Background: an optimization exercise with open tools, aiming at small area, a short achievable clock period and few clock cycles per item. Do not read the settings as production practice.
Where RTL was checked, it was by simulation tests only, not by an equivalence proof against the original.
Power and IR drop assume default switching activity.

Setup of the previous run:
==> flow/design.v <==
module k7ce (
    input  wire        clk,
    input  wire        rst,         
    input  wire        cmd_valid,
    output reg         cmd_ready,
    input  wire [15:0] cmd_word,
    output reg         out_valid,
    input  wire        out_ready,
    output reg  [7:0]  out_byte,
    output wire [1:0]  st,
    output wire [7:0]  err,
    output wire        fault
);
    localparam KEY_MAX = 256;
    localparam WPORTS  = 16;    
    localparam [1:0] S_IDLE  = 2'd0,
                     S_RUN   = 2'd1,
                     S_FAULT = 2'd2;
    reg [1:0] state;
    reg [7:0] err_r;
    reg       mode;         
    reg [4:0] shift5;       
    reg       shbad;        
    reg       seedz;        
    reg [7:0] taps;
    reg       tapbad;
    reg       kempty;       
    reg       keyovf;
    reg       keybad;
    reg [7:0] wpos;         
    reg [7:0] p0n;          
    reg [7:0] qp;           
    reg [7:0] qa;           
    reg [7:0] qb;           
    reg [3:0] qc;           
    reg       wok;          
    reg       kfull;        
    reg       do_push, do_data, do_start;
    reg       pwait;        
    reg [7:0] arg_r;        
    reg [7:0] ks_r;         
    reg [5*KEY_MAX-1:0] ring;
    reg [4:0] tap;          
    reg [7:0] lfsr;
    reg       v1;
    reg [7:0] b1;
    assign st    = state;
    assign err   = err_r;
    assign fault = state[1];
    wire take = cmd_valid & cmd_ready;
    wire [7:0] op  = cmd_word[15:8];
    wire [7:0] arg = cmd_word[7:0];
    wire arg0  = (arg == 8'h00);
    wire is_keypush  = (op == 8'h01);
    wire is_setshift = (op == 8'h02);
    wire is_setseed  = (op == 8'h03);
    wire is_tapadd   = (op == 8'h04);
    wire is_start    = (op[7:1] == 7'h04) & arg0;
    wire is_data     = (op == 8'h0A);
    wire is_end      = (op == 8'h0B) & arg0;
    wire is_rst      = (op == 8'h0F) & arg0;
    wire is_param = is_keypush | is_setshift | is_setseed | is_tapadd;
    wire legal    = is_param | is_start | is_data | is_end | is_rst;
    function is_alpha(input [7:0] c);
        is_alpha = (c >= 8'h41 && c <= 8'h5A) || (c >= 8'h61 && c <= 8'h7A);
    endfunction
    wire pstore  = do_push & ~kfull & wok;
    wire [7:0] vflags = {2'b00,
                         tapbad,
                         seedz,
                         shbad,
                         keyovf | (do_push & kfull),
                         keybad | (pstore & ~is_alpha(arg_r)),
                         kempty & ~do_push};
    wire s_idle  = (state == S_IDLE);
    wire s_run   = (state == S_RUN);
    wire s_fault = state[1];
    wire ex_idle = take & ~rst & s_idle;
    wire ex_run  = take & ~rst & s_run;
    wire clr = rst | (take & is_rst) | (ex_run & is_end);
    always @(posedge clk) begin
        if (clr) begin
            state  <= S_IDLE;
            err_r  <= 8'h00;
        end else if (take & ~s_fault) begin
            if (!legal) begin
                state <= S_FAULT;
                err_r <= 8'h80;
            end else if (s_idle) begin
                if (is_start) begin
                    if (vflags != 8'h00) begin
                        state <= S_FAULT;
                        err_r <= vflags;
                    end else begin
                        state <= S_RUN;
                    end
                end else if (!is_param) begin
                    state <= S_FAULT;
                    err_r <= 8'h40;
                end
            end else begin
                if (!is_data) begin
                    state <= S_FAULT;
                    err_r <= 8'h40;
                end
            end
        end
    end
    always @(posedge clk) begin
        if (clr) begin
            shbad  <= 1'b1;
            seedz  <= 1'b1;
            taps   <= 8'h00;
            tapbad <= 1'b0;
        end else if (ex_idle) begin
            if (is_setshift)
                shbad <= (arg == 8'd0) || (arg > 8'd25);
            if (is_setseed)
                seedz <= arg0;
            if (is_tapadd) begin
                if (arg[7:3] == 5'd0)
                    taps <= taps | (8'd1 << arg[2:0]);
                else
                    tapbad <= 1'b1;
            end
        end
    end
    always @(posedge clk) begin
        if (ex_idle & is_setshift)
            shift5 <= arg[4:0];
        if (s_idle)
            mode <= op[0];
    end
    wire do_push_n  = ~rst & (pwait | (ex_idle & is_keypush));
    wire pop   = out_valid & out_ready;
    wire stall = do_data & v1;
    wire go    = do_data & ~stall;
    wire do_data_n  = ~rst & (stall | (ex_run & is_data));
    wire [7:0] soff = mode ? 8'd2 - {3'b000, shift5} : {3'b000, shift5} - 8'd1;
    wire [7:0] ks   = {lfsr[0], lfsr[1], lfsr[2], lfsr[3],
                       lfsr[4], lfsr[5], lfsr[6], lfsr[7]};
    wire       rrun = s_run & mode;
    always @(posedge clk) begin
        if (!stall)
            ks_r <= ks;
        if (!pwait && !stall)
            arg_r <= (rrun ? (arg ^ ks) : arg) + (s_run ? soff : 8'd0);
        do_push  <= do_push_n;
        do_data  <= do_data_n;
        do_start <= ~rst & ex_idle & is_start & (vflags == 8'h00);
    end
    integer i;
    always @(posedge clk) begin
        ring <= {ring[5*KEY_MAX-6:0], ring[5*KEY_MAX-1 -: 5]};
        for (i = 0; i < WPORTS; i = i + 1)
            if (pstore && wpos == i)
                ring[5*i +: 5] <= arg_r[4:0];
    end
    reg [5*KEY_MAX/8-1:0]  l1;
    reg [5*KEY_MAX/64-1:0] l2;
    reg [4:0] rd;
    integer g, m;
    always @(*) begin
        for (g = 0; g < KEY_MAX/8; g = g + 1) begin
            l1[5*g +: 5] = 5'd0;
            for (m = 0; m < 8; m = m + 1)
                l1[5*g +: 5] = l1[5*g +: 5] | (ring[5*(8*g+m) +: 5] & {5{qa[m]}});
        end
        for (g = 0; g < KEY_MAX/64; g = g + 1) begin
            l2[5*g +: 5] = 5'd0;
            for (m = 0; m < 8; m = m + 1)
                l2[5*g +: 5] = l2[5*g +: 5] | (l1[5*(8*g+m) +: 5] & {5{qb[m]}});
        end
        rd = 5'd0;
        for (g = 0; g < 4; g = g + 1)
            rd = rd | (l2[5*g +: 5] & {5{qc[g]}});
    end
    wire       wrap = (qp == wpos);    
    wire       ld   = do_start | go;
    wire [7:0] qp_n = s_idle ? ((pstore & kempty) ? 8'd0 : p0n) :
                      ld     ? (wrap ? p0n : qp) :
                               qp + 8'd1;
    always @(posedge clk) begin
        p0n <= (pstore & kempty) ? 8'd1 : p0n + 8'd1;
        if (ld)
            tap <= rd;
        qp  <= qp_n;
        qa  <= 8'd1 << qp_n[2:0];
        qb  <= 8'd1 << qp_n[5:3];
        qc  <= 4'd1 << qp_n[7:6];
    end
    wire       kempty_n = clr | (kempty & ~pstore);
    wire [7:0] wpos_n   = clr ? 8'd0 : (kempty | pstore) ? wpos : wpos + 8'd1;
    wire [7:0] p0n_n    = (pstore & kempty) ? 8'd1 : p0n + 8'd1;
    wire       wok_n    = (wpos_n < WPORTS);
    wire [7:0] wpos_c   = (kempty | pstore) ? wpos : wpos + 8'd1;
    wire       wok_c    = (wpos_c < WPORTS);   
    wire       kfull_n  = ~kempty_n & (wpos_n == p0n_n);
    wire       kfull_c  = ~(kempty & ~pstore) & (wpos_c == p0n_n);
    always @(posedge clk) begin
        kempty <= kempty_n;
        wpos   <= wpos_n;
        wok    <= wok_n;
        kfull  <= kfull_n;
        pwait  <= do_push_n & ~kfull_c & ~wok_c;
        if (clr) begin
            keyovf <= 1'b0;
            keybad <= 1'b0;
        end else begin
            if (do_push & kfull)
                keyovf <= 1'b1;
            if (pstore & ~is_alpha(arg_r))
                keybad <= 1'b1;
        end
    end
    reg [7:0] u;
    reg [7:0] uc;
    reg [7:0] w;
    reg [7:0] lfsr_next;
    integer   j, k, q;
    always @(*) begin
        uc = 8'd1;
        for (j = 1; j < 8; j = j + 1) begin
            uc[j] = 1'b0;
            for (q = 0; q < j; q = q + 1)
                uc[j] = uc[j] ^ (taps[q] & uc[j-1-q]);
        end
        for (j = 0; j < 8; j = j + 1) begin
            w[j] = 1'b0;
            for (k = j; k < 8; k = k + 1)
                w[j] = w[j] ^ (taps[7+j-k] & lfsr[k]);
        end
        for (j = 0; j < 8; j = j + 1) begin
            lfsr_next[j] = 1'b0;
            for (k = 0; k <= j; k = k + 1)
                lfsr_next[j] = lfsr_next[j] ^ (u[j-k] & w[k]);
        end
    end
    always @(posedge clk)
        u <= uc;
    always @(posedge clk) begin
        if (take & s_idle & is_setseed)
            lfsr <= arg;
        else if (take & s_run)
            lfsr <= lfsr_next;
    end
    wire [7:0] ysum = arg_r + {{3{mode}}, tap ^ {5{mode}}};
    wire [7:0] y    = mode ? ysum : (ysum ^ ks_r);
    wire       q0v = pop ? v1 : out_valid;
    wire       q1v = pop ? 1'b0 : v1;
    wire [7:0] q0b = pop ? b1 : out_byte;
    wire v1_n = ~rst & (q1v | (q0v & go));
    always @(posedge clk) begin
        out_valid <= ~rst & (q0v | go);
        v1        <= v1_n;
        out_byte  <= q0v ? q0b : y;
        b1        <= q1v ? b1  : y;
        cmd_ready <= ~((v1_n & (stall | (take & s_run))) |
                       ((pwait | (take & s_idle)) & ~wok_c));
    end
endmodule
make LEC_CHECK=0 CAP_MARGIN=20 CORE_MARGIN=2 CORE_UTILIZATION=60 CTS_CLUSTER_DIAMETER=100 CTS_CLUSTER_SIZE=22 PLACE_DENSITY=0.75 SETUP_SLACK_MARGIN=5 SLEW_MARGIN=20 finish   # period 8.0 ns
run.sh (not shown) runs the stock make flow with config.mk's settings and CLKGATE_MAP_FILE= SYNTH_SCRIPT=/design/flow/synth_recipe.tcl, a recipe that flattens the netlist after the stock synthesis.
Testbench counts of the previous run, summed over its fixed seeds: cycles 65,243, bytes 28,492.
#### Input delta (the current run over the previous run)
-- flow/design.v --
<<< the previous run, line 22
    reg [4:0] shift5;       
    reg       shbad;        
    reg       seedz;        
    reg [7:0] taps;
>>> the current run, line 22
    reg [4:0] shift5;       
    reg       shbad;        
    reg [7:0] seed;
    reg       seedz;        
    reg [7:0] taps;
<<< the previous run, line 31
    reg [7:0] p0n;          
    reg [7:0] qp;           
    reg [7:0] qa;           
    reg [7:0] qb;           
    reg [3:0] qc;           
    reg       wok;          
    reg       kfull;        
>>> the current run, line 32
    reg [7:0] p0n;          
    reg [7:0] qp;           
    reg       wok;          
    reg       kfull;        
<<< the previous run, line 76
    wire s_run   = (state == S_RUN);
    wire s_fault = state[1];
    wire ex_idle = take & ~rst & s_idle;
    wire ex_run  = take & ~rst & s_run;
    wire clr = rst | (take & is_rst) | (ex_run & is_end);
    always @(posedge clk) begin
>>> the current run, line 74
    wire s_run   = (state == S_RUN);
    wire s_fault = state[1];
    wire ex_idle = take & ~rst & ~is_rst & s_idle;
    wire ex_run  = take & ~rst & ~is_rst & s_run;
    wire clr = rst | (take & is_rst) | (ex_run & is_end);
    always @(posedge clk) begin
<<< the previous run, line 129
        if (ex_idle & is_setshift)
            shift5 <= arg[4:0];
        if (s_idle)
            mode <= op[0];
    end
    wire do_push_n  = ~rst & (pwait | (ex_idle & is_keypush));
    wire pop   = out_valid & out_ready;
    wire stall = do_data & v1;
    wire go    = do_data & ~stall;
    wire do_data_n  = ~rst & (stall | (ex_run & is_data));
>>> the current run, line 127
        if (ex_idle & is_setshift)
            shift5 <= arg[4:0];
        if (ex_idle & is_setseed)
            seed <= arg;
        if (ex_idle & is_start)
            mode <= op[0];
    end
    wire do_push_n  = ~rst & (pwait | (ex_idle & is_keypush));
    wire pop   = out_valid & out_ready;
    wire stall = do_data & v1 & ~pop;
    wire go    = do_data & ~stall;
    wire do_data_n  = ~rst & (stall | (ex_run & is_data));
<<< the previous run, line 157
                ring[5*i +: 5] <= arg_r[4:0];
    end
    reg [5*KEY_MAX/8-1:0]  l1;
    reg [5*KEY_MAX/64-1:0] l2;
    reg [4:0] rd;
    integer g, m;
    always @(*) begin
        for (g = 0; g < KEY_MAX/8; g = g + 1) begin
            l1[5*g +: 5] = 5'd0;
            for (m = 0; m < 8; m = m + 1)
                l1[5*g +: 5] = l1[5*g +: 5] | (ring[5*(8*g+m) +: 5] & {5{qa[m]}});
        end
        for (g = 0; g < KEY_MAX/64; g = g + 1) begin
            l2[5*g +: 5] = 5'd0;
            for (m = 0; m < 8; m = m + 1)
                l2[5*g +: 5] = l2[5*g +: 5] | (l1[5*(8*g+m) +: 5] & {5{qb[m]}});
        end
        rd = 5'd0;
        for (g = 0; g < 4; g = g + 1)
            rd = rd | (l2[5*g +: 5] & {5{qc[g]}});
    end
    wire       wrap = (qp == wpos);    
    wire       ld   = do_start | go;
    wire [7:0] qp_n = s_idle ? ((pstore & kempty) ? 8'd0 : p0n) :
                      ld     ? (wrap ? p0n : qp) :
                               qp + 8'd1;
    always @(posedge clk) begin
        p0n <= (pstore & kempty) ? 8'd1 : p0n + 8'd1;
        if (ld)
            tap <= rd;
        qp  <= qp_n;
        qa  <= 8'd1 << qp_n[2:0];
        qb  <= 8'd1 << qp_n[5:3];
        qc  <= 4'd1 << qp_n[7:6];
    end
    wire       kempty_n = clr | (kempty & ~pstore);
>>> the current run, line 157
                ring[5*i +: 5] <= arg_r[4:0];
    end
    wire [4:0] rd   = ring[5*qp +: 5];
    wire       wrap = (qp == wpos);    
    wire       ld   = do_start | go;
    always @(posedge clk) begin
        p0n <= (pstore & kempty) ? 8'd1 : p0n + 8'd1;
        if (ld)
            tap <= rd;
        if (ex_idle & is_start)
            qp <= (pstore & kempty) ? 8'd0 : p0n;
        else if (ld)
            qp <= wrap ? p0n : qp;
        else
            qp <= qp + 8'd1;
    end
    wire       kempty_n = clr | (kempty & ~pstore);
<<< the previous run, line 197
    wire       wok_c    = (wpos_c < WPORTS);   
    wire       kfull_n  = ~kempty_n & (wpos_n == p0n_n);
    wire       kfull_c  = ~(kempty & ~pstore) & (wpos_c == p0n_n);
    always @(posedge clk) begin
        kempty <= kempty_n;
>>> the current run, line 178
    wire       wok_c    = (wpos_c < WPORTS);   
    wire       kfull_n  = ~kempty_n & (wpos_n == p0n_n);
    always @(posedge clk) begin
        kempty <= kempty_n;
<<< the previous run, line 203
        wok    <= wok_n;
        kfull  <= kfull_n;
        pwait  <= do_push_n & ~kfull_c & ~wok_c;
        if (clr) begin
            keyovf <= 1'b0;
>>> the current run, line 183
        wok    <= wok_n;
        kfull  <= kfull_n;
        pwait  <= do_push_n & ~kfull_n & ~wok_n;
        if (clr) begin
            keyovf <= 1'b0;
<<< the previous run, line 240
        u <= uc;
    always @(posedge clk) begin
        if (take & s_idle & is_setseed)
            lfsr <= arg;
        else if (take & s_run)
            lfsr <= lfsr_next;
    end
>>> the current run, line 220
        u <= uc;
    always @(posedge clk) begin
        if (ex_idle & is_start)
            lfsr <= seed;
        else if (ex_run & is_data)
            lfsr <= lfsr_next;
    end
Summary of the current run over the previous run: register area share after synthesis shrank by 4.4 points; xor/xnor share of the synthesized area held steady. The final hold slack on the current run is in line with that on the previous run. Compared with the previous run, in the current run number of antenna repair diodes decreased by 1 relative to the old numbers, fraction of the cycle the final worst path needs now larger, clock share of power went up by 0.4 points. Lower met3 demand-to-capacity share in global routing was reported by the current run, not the previous run. Looking at worst-path cell with the longest stage delay, the sky130_fd_sc_hd__dfxtp_1 result is from the previous run; the sky130_fd_sc_hd__mux4_2 one comes from the current run. NOTE: number of non-clock inverters in the current run exceeds that of the previous run. In the tables for the current run and the previous run, global-route usage reads lower with the current run. Cmp the current run and the previous run / share of the final layout cell area in sequential cells / higher: the previous run. The current run ends up with lower final worst-path setup slack than the previous run does. [compare] base=the previous run new=the current run: proportion of power drawn by combinational gates rose 1.5 points; via count normalized by instance count went down.
For the current run, only the layout was checked, not whether the RTL still works.

what the ideal ports hide:
The flow's constraints put no driver on any port. The routed layouts listed below were extracted and timed again, unchanged, in two steps. Step 1 sets driving cells, clkbuf_16 on the clock port and buf_2 on the other inputs (assumed; they add their load-dependent delay and slew). Step 2 also shifts input and output timing later by t, the mid clock arrival at the registers, as if the neighbouring blocks saw the same clock. Three values: no drivers, after step 1, after step 2; two values: the first two.
| run | t (ns) | slack for setup (ns) | hold WS [ns] | worst setup path at the end |
|---|---|---|---|---|
| the previous run | 0.696 | 5.019 / 4.953 / 4.385 | 0.340 / 0.340 / 0.340 | input to register |
| the current run | 0.691 | 4.728 / 4.728 / 4.370 | 0.340 / 0.340 / 0.340 | input to register |
After both steps every run listed still meets setup and hold. For the previous run, which loses most, drivers alone change the setup slack by -0.066 ns; drivers and shift together by -0.634 ns.
